This design comes from an exercise in tuning for small area on the open sky130 flow, not from production work.
Where RTL was checked, it was by simulation tests only, not by an equivalence proof against the original.
Power and IR drop assume default switching activity.

==> flow/design.v (excerpt) <==
module gasm_core #(
    parameter [31:0] OUT_ADDR        = 32'h0000_FF00,
    parameter [31:0] KBD_DATA_ADDR   = 32'h0000_FF04,
    parameter [31:0] KBD_STATUS_ADDR = 32'h0000_FF08,
    parameter [31:0] STACK_LO        = 32'h0000_E000,
    parameter [31:0] STACK_HI        = 32'h0000_F000
) (
    input  wire        clk,
    input  wire        rst,
    input  wire [31:0] entry,
    output reg         mem_valid,
    output reg         mem_we,
    output reg  [3:0]  mem_wstrb,
    output reg  [31:0] mem_addr,
    output reg  [31:0] mem_wdata,
    input  wire [31:0] mem_rdata,
    input  wire        mem_ready,
    output wire        boundary,
    input  wire        timer_tick,
    input  wire        kbd_valid,
    input  wire [7:0]  kbd_char,
    output reg         kbd_ack,
    output reg         out_valid,
    output reg  [7:0]  out_byte,
    output reg         halted,
    output reg         faulted,
    output reg  [2:0]  fault_reason,
    output reg  [31:0] fault_value
);
Size: roughly 2,600 cells after synthesis, roughly 790 flip-flops.
clock: 20.0 ns
lec_check: 0
abc_area: 1
cap_margin: 20
core_margin: 2
core_utilization: 30
cts_buf_list: sky130_fd_sc_hd__clkbuf_8
cts_cluster_size: 20
gpl_routability_driven: 1
place_density: 0.45
slew_margin: 20
run.sh (not shown) runs the stock make flow with config.mk's settings and CLKGATE_MAP_FILE= SYNTH_SCRIPT=/design/flow/synth_recipe.tcl, a recipe that flattens the netlist after the stock synthesis.
Next try:
==> flow/flow/run.sh (new file) <==
#!/bin/bash
# Standard ORFS layout, with two changes to how it is built:
#  - ports are buffered with the smallest buffer (sky130_fd_sc_hd__buf_1)
#  - the clock tree uses clkbuf_8 leaf clusters of at most 20 sinks and no dummy loads
set -euo pipefail
export BUFFER_PORTS_ARGS="-buffer_cell sky130_fd_sc_hd__buf_1"
export CTS_ARGS="-sink_clustering_enable -repair_clock_nets -dont_use_dummy_load -buf_list sky130_fd_sc_hd__clkbuf_8 -sink_clustering_size 30"
bash standard.sh > standard_flow.log 2>&1
==> flow/standard.sh (new file) <==
#!/bin/bash
# synth_recipe.tcl (not shown) runs the flow's synth.tcl, then flattens the netlist and writes it again
# the make line also repeats each setting of config.mk as NAME=value (left out here)
make -C /OpenROAD-flow-scripts/flow DESIGN_CONFIG=/design/flow/config.mk WORK_HOME=/design/flow/orfs CLKGATE_MAP_FILE= SYNTH_SCRIPT=/design/flow/synth_recipe.tcl "${@:-finish}"
Settings changed: CTS_BUF_LIST sky130_fd_sc_hd__clkbuf_8 to default, CTS_CLUSTER_SIZE 20 to default.
removed: flow/run.sh
The new run finished clean.
Final area went down by 6.5%.
Global-route usage went down by 0.54 points.
Cell count went down by about 2.3%.
Non-clock buffer count went down by 1.
Register-to-register slack improved by 400 ps.
Clock-buffer cell count went down by 25.
Die area does not change.
Next try:
--- a/flow/flow/run.sh
+++ b/flow/flow/run.sh
@@ -6,3 +6,3 @@
 export BUFFER_PORTS_ARGS="-buffer_cell sky130_fd_sc_hd__buf_1"
-export CTS_ARGS="-sink_clustering_enable -repair_clock_nets -dont_use_dummy_load -buf_list sky130_fd_sc_hd__clkbuf_8 -sink_clustering_size 30"
+export CTS_ARGS="-sink_clustering_enable -repair_clock_nets -dont_use_dummy_load -buf_list sky130_fd_sc_hd__clkbuf_16 -sink_clustering_size 40"
 bash standard.sh > standard_flow.log 2>&1
The new run produced a clean layout; register-to-register slack hardly moves; via count goes down by 0.82%; worst hold slack gets worse by 16 ps; worst setup slack gets better by 11 ps; utilization rises by 0.29 points; count of clock-buffer cells in the layout goes down by 48; clock power grows by about 10%; maximum frequency hardly moves; final area goes up by 0.85%; synthesized area does not change.
Next try:
--- a/flow/flow/run.sh
+++ b/flow/flow/run.sh
@@ -6,3 +6,3 @@
 export BUFFER_PORTS_ARGS="-buffer_cell sky130_fd_sc_hd__buf_1"
-export CTS_ARGS="-sink_clustering_enable -repair_clock_nets -dont_use_dummy_load -buf_list sky130_fd_sc_hd__clkbuf_16 -sink_clustering_size 40"
+export CTS_ARGS="-sink_clustering_enable -repair_clock_nets -dont_use_dummy_load -buf_list sky130_fd_sc_hd__clkbuf_8 -sink_clustering_size 20"
 bash standard.sh > standard_flow.log 2>&1
Global-route usage is higher by 0.22 points.
Cell area is lower by 0.85%.
Wire length is higher by 0.73%.
Hold slack gains 16 ps.
Total power is lower by 4.6%.
Cell count is higher by 1.3%.
First-iteration DRC count is higher by 9.8%.
No run of this note included a check of the RTL's function; only the layout flow was run.


## amber
gasm_core, a different RTL version from the one above (not shown whole).
Size: roughly 1900 cells after synthesis, about 200 I/O pins, roughly 23000 sq um of cells after synthesis.
==> flow/config.mk <==
export PLATFORM = sky130hd
export DESIGN_NAME = gasm_core
export DESIGN_NICKNAME = gasm_core
export VERILOG_FILES = /design/flow/design.v
export SDC_FILE = /design/flow/constraint.sdc
export NUM_CORES = 4
export LEC_CHECK = 0
export ABC_AREA = 1
export CAP_MARGIN = 20
export CORE_MARGIN = 2
export CORE_UTILIZATION = 55
export GPL_ROUTABILITY_DRIVEN = 1
export GPL_TIMING_DRIVEN = 0
export PLACE_DENSITY = 0.75
export SLEW_MARGIN = 20
==> flow/constraint.sdc <==
create_clock -name core_clock -period 20.0 [get_ports {clk}]
set_input_delay 4.0000 -clock core_clock [delete_from_list [all_inputs] [get_ports {clk}]]
set_output_delay 4.0000 -clock core_clock [all_outputs]
set_load 0.01 [all_outputs]
standard.sh (not shown) runs the stock make flow with config.mk's settings and CLKGATE_MAP_FILE= SYNTH_SCRIPT=/design/flow/synth_recipe.tcl, a recipe that flattens the netlist after the stock synthesis.
==> flow/flow/run.sh <==
#!/bin/bash
# Standard ORFS layout, with three changes to how it is built:
#  - after the standard synthesis, the combinational logic between the registers is
#    re-mapped with an area-oriented ABC script (flow/remap.abc); the registers,
#    their names and cell types, and the ports are left as the standard synthesis made them
#  - ports are buffered with the smallest buffer (sky130_fd_sc_hd__buf_1)
#  - the clock tree uses clkbuf_4 leaf clusters of at most 9 sinks within 60 um, and no dummy loads
set -euo pipefail
export BUFFER_PORTS_ARGS="-buffer_cell sky130_fd_sc_hd__buf_1"
export CTS_ARGS="-sink_clustering_enable -repair_clock_nets -dont_use_dummy_load -buf_list sky130_fd_sc_hd__clkbuf_4 -sink_clustering_size 8 -sink_clustering_max_diameter 60 -sink_buffer_max_cap_derate 1.0"

HERE=$PWD
RES=$HERE/orfs/results/$FLOW_PLATFORM/gasm_core/base
LIB=$FLOW_HOME/platforms/$FLOW_PLATFORM/lib/sky130_fd_sc_hd__tt_025C_1v80.lib

# 1. standard synthesis
bash standard.sh $RES/1_2_yosys.v > synth_standard.log 2>&1
cp $RES/1_2_yosys.v $HERE/synth_standard.v

# 2. re-map the combinational logic; sequential cells stay as black boxes
SEQ=$(grep -oE "sky130_fd_sc_hd__[a-z0-9_]+" $HERE/synth_standard.v | sort -u | grep -E "__(s?e?df|dl|sdl)" | tr '\n' ' ')
DU=$(sed -n '/DONT_USE_CELLS += /,/^#/p' $FLOW_HOME/platforms/$FLOW_PLATFORM/config.mk | grep -oE "sky130_fd_sc_hd__[a-z0-9_]+" | sed 's/^/-dont_use /' | tr '\n' ' ')
cat > $HERE/remap.ys <<EOY
read_liberty -ignore_miss_func $LIB
blackbox $SEQ
read_verilog $HERE/synth_standard.v
hierarchy -top $FLOW_TOP
flatten
opt_clean
abc -script $HERE/flow/remap.abc -liberty $LIB $DU
opt_clean -purge
hilomap -singleton -hicell sky130_fd_sc_hd__conb_1 HI -locell sky130_fd_sc_hd__conb_1 LO
splitnets
opt_clean -purge
stat -liberty $LIB
write_verilog -noattr -nohex -nodec $HERE/synth_remap.v
EOY
yosys -s $HERE/remap.ys > remap.log 2>&1
cp $HERE/synth_remap.v $RES/1_2_yosys.v

# 3. the rest of the standard layout on the re-mapped netlist
bash standard.sh > standard_flow.log 2>&1
==> flow/flow/remap.abc <==
strash
&get -n
&deepsyn -T 20
&dch -f
&nf -a -R 1000
&put
Modified inputs, quartz compared to amber
diff --git a/flow/flow/run.sh b/flow/flow/run.sh
--- a/flow/flow/run.sh
+++ b/flow/flow/run.sh
@@ -10 +10 @@
-export CTS_ARGS="-sink_clustering_enable -repair_clock_nets -dont_use_dummy_load -buf_list sky130_fd_sc_hd__clkbuf_4 -sink_clustering_size 8 -sink_clustering_max_diameter 60 -sink_buffer_max_cap_derate 1.0"
+export CTS_ARGS="-sink_clustering_enable -repair_clock_nets -dont_use_dummy_load -buf_list sky130_fd_sc_hd__clkbuf_4 -sink_clustering_size 9 -sink_clustering_max_diameter 60 -sink_buffer_max_cap_derate 1.0"
diff --git a/flow/config.mk b/flow/config.mk
--- a/flow/config.mk
+++ b/flow/config.mk
@@ -11 +11 @@
-export CORE_UTILIZATION = 55
+export CORE_UTILIZATION = 30
@@ -14 +14 @@
-export PLACE_DENSITY = 0.75
+export PLACE_DENSITY = 0.45
Results
From amber to quartz the numbers moved as follows: total routing resource utilization after global routing shows a reduction of 11 points, total chip power rose about 1%, worst path setup slack after routing increased 0.36 ns, effective utilization at floorplan decreased 25 points.
Comparing quartz and amber, the higher shortest clock period the worst path allows after layout was measured on amber.
Relative to amber, the detailed-route wire length of quartz is higher by about 10%.
Largest net degree at the start of global routing, quartz and amber: smaller value in quartz
Changes observed in quartz relative to amber: combinational power rose about 2%, area growth from synthesis to layout rose 2.8 points.
state[1] as the critical path launch point was reported by quartz, and ph[2] by amber.
--- input diff quartz..onyx ---
diff --git a/flow/flow/run.sh b/flow/flow/run.sh
--- a/flow/flow/run.sh
+++ b/flow/flow/run.sh
@@ -10 +10 @@
-export CTS_ARGS="-sink_clustering_enable -repair_clock_nets -dont_use_dummy_load -buf_list sky130_fd_sc_hd__clkbuf_4 -sink_clustering_size 9 -sink_clustering_max_diameter 60 -sink_buffer_max_cap_derate 1.0"
+export CTS_ARGS="-sink_clustering_enable -repair_clock_nets -dont_use_dummy_load -buf_list sky130_fd_sc_hd__clkbuf_4 -sink_clustering_size 8 -sink_clustering_max_diameter 60 -sink_buffer_max_cap_derate 1.0"
diff --git a/flow/config.mk b/flow/config.mk
--- a/flow/config.mk
+++ b/flow/config.mk
@@ -11 +11 @@
-export CORE_UTILIZATION = 30
+export CORE_UTILIZATION = 70
@@ -14 +14 @@
-export PLACE_DENSITY = 0.45
+export PLACE_DENSITY = 0.85
--- outcome ---
Comparing critical path depth for onyx and quartz, the bigger number came from quartz.
Y dimension of the die: lower on onyx
Compared with quartz, in onyx aggregate routed wire length grew by 2.3 mm, utilization after layout grew by 44 points, final-layout non-clock buffer area share shrank by 0.20 points.
The faster design of the two is quartz; onyx tops out lower.
quartz ran to completion and came out clean on the timing, design-rule and antenna checks.
onyx reached the final stage; the timing, design-rule and antenna checks on its layout passed.
Total power of onyx is higher than that of quartz.
Per the comparison of onyx with quartz, growth of design area from synthesis to finish has decreased; sequential share of layout area picked up an extra 2.0 points; minimum hold slack shows an increase of 0.011 ns; setup slack moved down.
Changes in lagoon relative to onyx:
diff --git a/flow/flow/run.sh b/flow/flow/run.sh
--- a/flow/flow/run.sh
+++ b/flow/flow/run.sh
@@ -10 +10 @@
-export CTS_ARGS="-sink_clustering_enable -repair_clock_nets -dont_use_dummy_load -buf_list sky130_fd_sc_hd__clkbuf_4 -sink_clustering_size 8 -sink_clustering_max_diameter 60 -sink_buffer_max_cap_derate 1.0"
+export CTS_ARGS="-sink_clustering_enable -repair_clock_nets -dont_use_dummy_load -buf_list sky130_fd_sc_hd__clkbuf_4 -sink_clustering_size 9 -sink_clustering_max_diameter 60 -sink_buffer_max_cap_derate 1.0"
diff --git a/flow/config.mk b/flow/config.mk
--- a/flow/config.mk
+++ b/flow/config.mk
@@ -11 +11 @@
-export CORE_UTILIZATION = 70
+export CORE_UTILIZATION = 55
@@ -14 +14 @@
-export PLACE_DENSITY = 0.85
+export PLACE_DENSITY = 0.75
### Flow results
- onyx → lagoon: count of clock-buffer cells in the layout down 8.5%, share of cell area taken by flip-flops and latches went down 0.21 points, number of buffers created by CTS went down.
- Comparing lagoon and onyx, the higher minimum clock period is on onyx.


Another version of the RTL of gasm_core (not shown whole).
For scale: ~2000 cells after synthesis, roughly 200 I/O pins, about 23000 um2 of cells after synthesis.
Settings: LEC_CHECK=0, ABC_AREA=1, CAP_MARGIN=20, CORE_MARGIN=2, CORE_UTILIZATION=55, GPL_ROUTABILITY_DRIVEN=1, GPL_TIMING_DRIVEN=0, PLACE_DENSITY=0.75, SLEW_MARGIN=20; clock period 20.0 ns.
==> flow/flow/run.sh <==
#!/bin/bash
# Standard ORFS layout, with three changes to how it is built:
#  - after the standard synthesis, the combinational logic between the registers is
#    re-mapped with an area-oriented ABC script (flow/remap.abc); the registers,
#    their names and cell types, and the ports are left as the standard synthesis made them
#  - ports are buffered with the smallest buffer (sky130_fd_sc_hd__buf_1)
#  - the clock tree uses clkbuf_4 leaf clusters of at most 8 sinks within 60 um, and no dummy loads
set -euo pipefail
export BUFFER_PORTS_ARGS="-buffer_cell sky130_fd_sc_hd__buf_1"
export CTS_ARGS="-sink_clustering_enable -repair_clock_nets -dont_use_dummy_load -buf_list sky130_fd_sc_hd__clkbuf_4 -sink_clustering_size 9 -sink_clustering_max_diameter 40 -sink_buffer_max_cap_derate 1.0"

HERE=$PWD
RES=$HERE/orfs/results/$FLOW_PLATFORM/gasm_core/base
LIB=$FLOW_HOME/platforms/$FLOW_PLATFORM/lib/sky130_fd_sc_hd__tt_025C_1v80.lib

# 1. standard synthesis
bash standard.sh $RES/1_2_yosys.v > synth_standard.log 2>&1
cp $RES/1_2_yosys.v $HERE/synth_standard.v

# 2. re-map the combinational logic; sequential cells stay as black boxes
SEQ=$(grep -oE "sky130_fd_sc_hd__[a-z0-9_]+" $HERE/synth_standard.v | sort -u | grep -E "__(s?e?df|dl|sdl)" | tr '\n' ' ')
DU=$(sed -n '/DONT_USE_CELLS += /,/^#/p' $FLOW_HOME/platforms/$FLOW_PLATFORM/config.mk | grep -oE "sky130_fd_sc_hd__[a-z0-9_]+" | sed 's/^/-dont_use /' | tr '\n' ' ')
cat > $HERE/remap.ys <<EOY
read_liberty -ignore_miss_func $LIB
blackbox $SEQ
read_verilog $HERE/synth_standard.v
hierarchy -top $FLOW_TOP
flatten
opt_clean
abc -script $HERE/flow/remap.abc -liberty $LIB $DU
opt_clean -purge
hilomap -singleton -hicell sky130_fd_sc_hd__conb_1 HI -locell sky130_fd_sc_hd__conb_1 LO
splitnets
opt_clean -purge
stat -liberty $LIB
write_verilog -noattr -nohex -nodec $HERE/synth_remap.v
EOY
yosys -s $HERE/remap.ys > remap.log 2>&1
cp $HERE/synth_remap.v $RES/1_2_yosys.v

# 3. the rest of the standard layout on the re-mapped netlist
bash standard.sh > standard_flow.log 2>&1
==> flow/flow/remap.abc <==
strash
&get -n
&deepsyn -T 20
&put
strash
amap

The baseline finished clean.
Change:
--- a/flow/flow/run.sh
+++ b/flow/flow/run.sh
@@ -8,5 +8,5 @@
 set -euo pipefail
 export BUFFER_PORTS_ARGS="-buffer_cell sky130_fd_sc_hd__buf_1"
-export CTS_ARGS="-sink_clustering_enable -repair_clock_nets -dont_use_dummy_load -buf_list sky130_fd_sc_hd__clkbuf_4 -sink_clustering_size 9 -sink_clustering_max_diameter 40 -sink_buffer_max_cap_derate 1.0"
+export CTS_ARGS="-sink_clustering_enable -repair_clock_nets -dont_use_dummy_load -buf_list sky130_fd_sc_hd__clkbuf_4 -sink_clustering_size 8 -sink_clustering_max_diameter 60 -sink_buffer_max_cap_derate 1.0"
 
 HERE=$PWD
==> flow/flow/remap.abc (replaced) <==
strash
&get -n
&deepsyn -T 20
&dch -f
&nf -a -R 1000
&put
After rerunning:
- The changed run ran to the end with no violations
- worst setup slack improves by 4.4 ns
- synthesized area is higher by 0.95%
- wire length is lower by 9.1%
- register-to-register slack improves by 4.4 ns
- sequential share of layout area is lower by 0.81 points

-- port drivers added, routing unchanged --
The flow's constraints put no driver on any port. The routed layouts listed below were extracted and timed again, unchanged, in two steps.
Step 1 (the two cells are an assumption about what drives the block):
set clk [get_ports {clk}]
set_driving_cell -lib_cell sky130_fd_sc_hd__clkbuf_16 $clk
set_driving_cell -lib_cell sky130_fd_sc_hd__buf_2 [delete_from_list [all_inputs] $clk]
Step 2 adds t to the input delays and takes it off the output delays; t is the mean of the earliest and latest rising clock arrival at the registers after step 1. Input paths then give back, and output paths get back, about the clock's delay inside the block.
Slacks: ideal / step 1 / step 2; pairs: ideal / step 1.
| run | t (ns) | slack for setup (ns) | clock arrival spread, ns | worst slew at a driven data input, ns | pins driven straight from the clock port |
|---|---|---|---|---|---|
| the first run of note 1 | 0.845 | 2.822 / 2.822 / 2.822 | 0.049 / 0.049 | 0.08 | 1 |
| the second run of note 1 | 0.782 | 3.225 / 3.225 / 3.225 | 0.095 / 0.095 | 0.08 | 1 |
| the third run of note 1 | 0.670 | 3.236 / 3.236 / 3.236 | 0.082 / 0.082 | 0.08 | 1 |
| the fourth run of note 1 | 0.782 | 3.225 / 3.225 / 3.225 | 0.095 / 0.095 | 0.08 | 1 |
| amber | 0.874 | 5.860 / 5.860 / 5.860 | 0.070 / 0.070 | 0.06 | 1 |
| quartz | 0.861 | 6.224 / 6.224 / 6.224 | 0.146 / 0.146 | 0.12 | 1 |
| onyx | 0.869 | 5.703 / 5.703 / 5.703 | 0.096 / 0.096 | 0.07 | 1 |
| lagoon | 0.846 | 5.879 / 5.879 / 5.879 | 0.142 / 0.142 | 0.06 | 1 |
| the first run of note 3 | 0.901 | 3.729 / 3.729 / 3.729 | 0.144 / 0.144 | 0.07 | 1 |
| the second run of note 3 | 0.883 | 8.097 / 8.097 / 8.097 | 0.092 / 0.092 | 0.06 | 1 |
After both steps setup and hold are still met in every run listed.
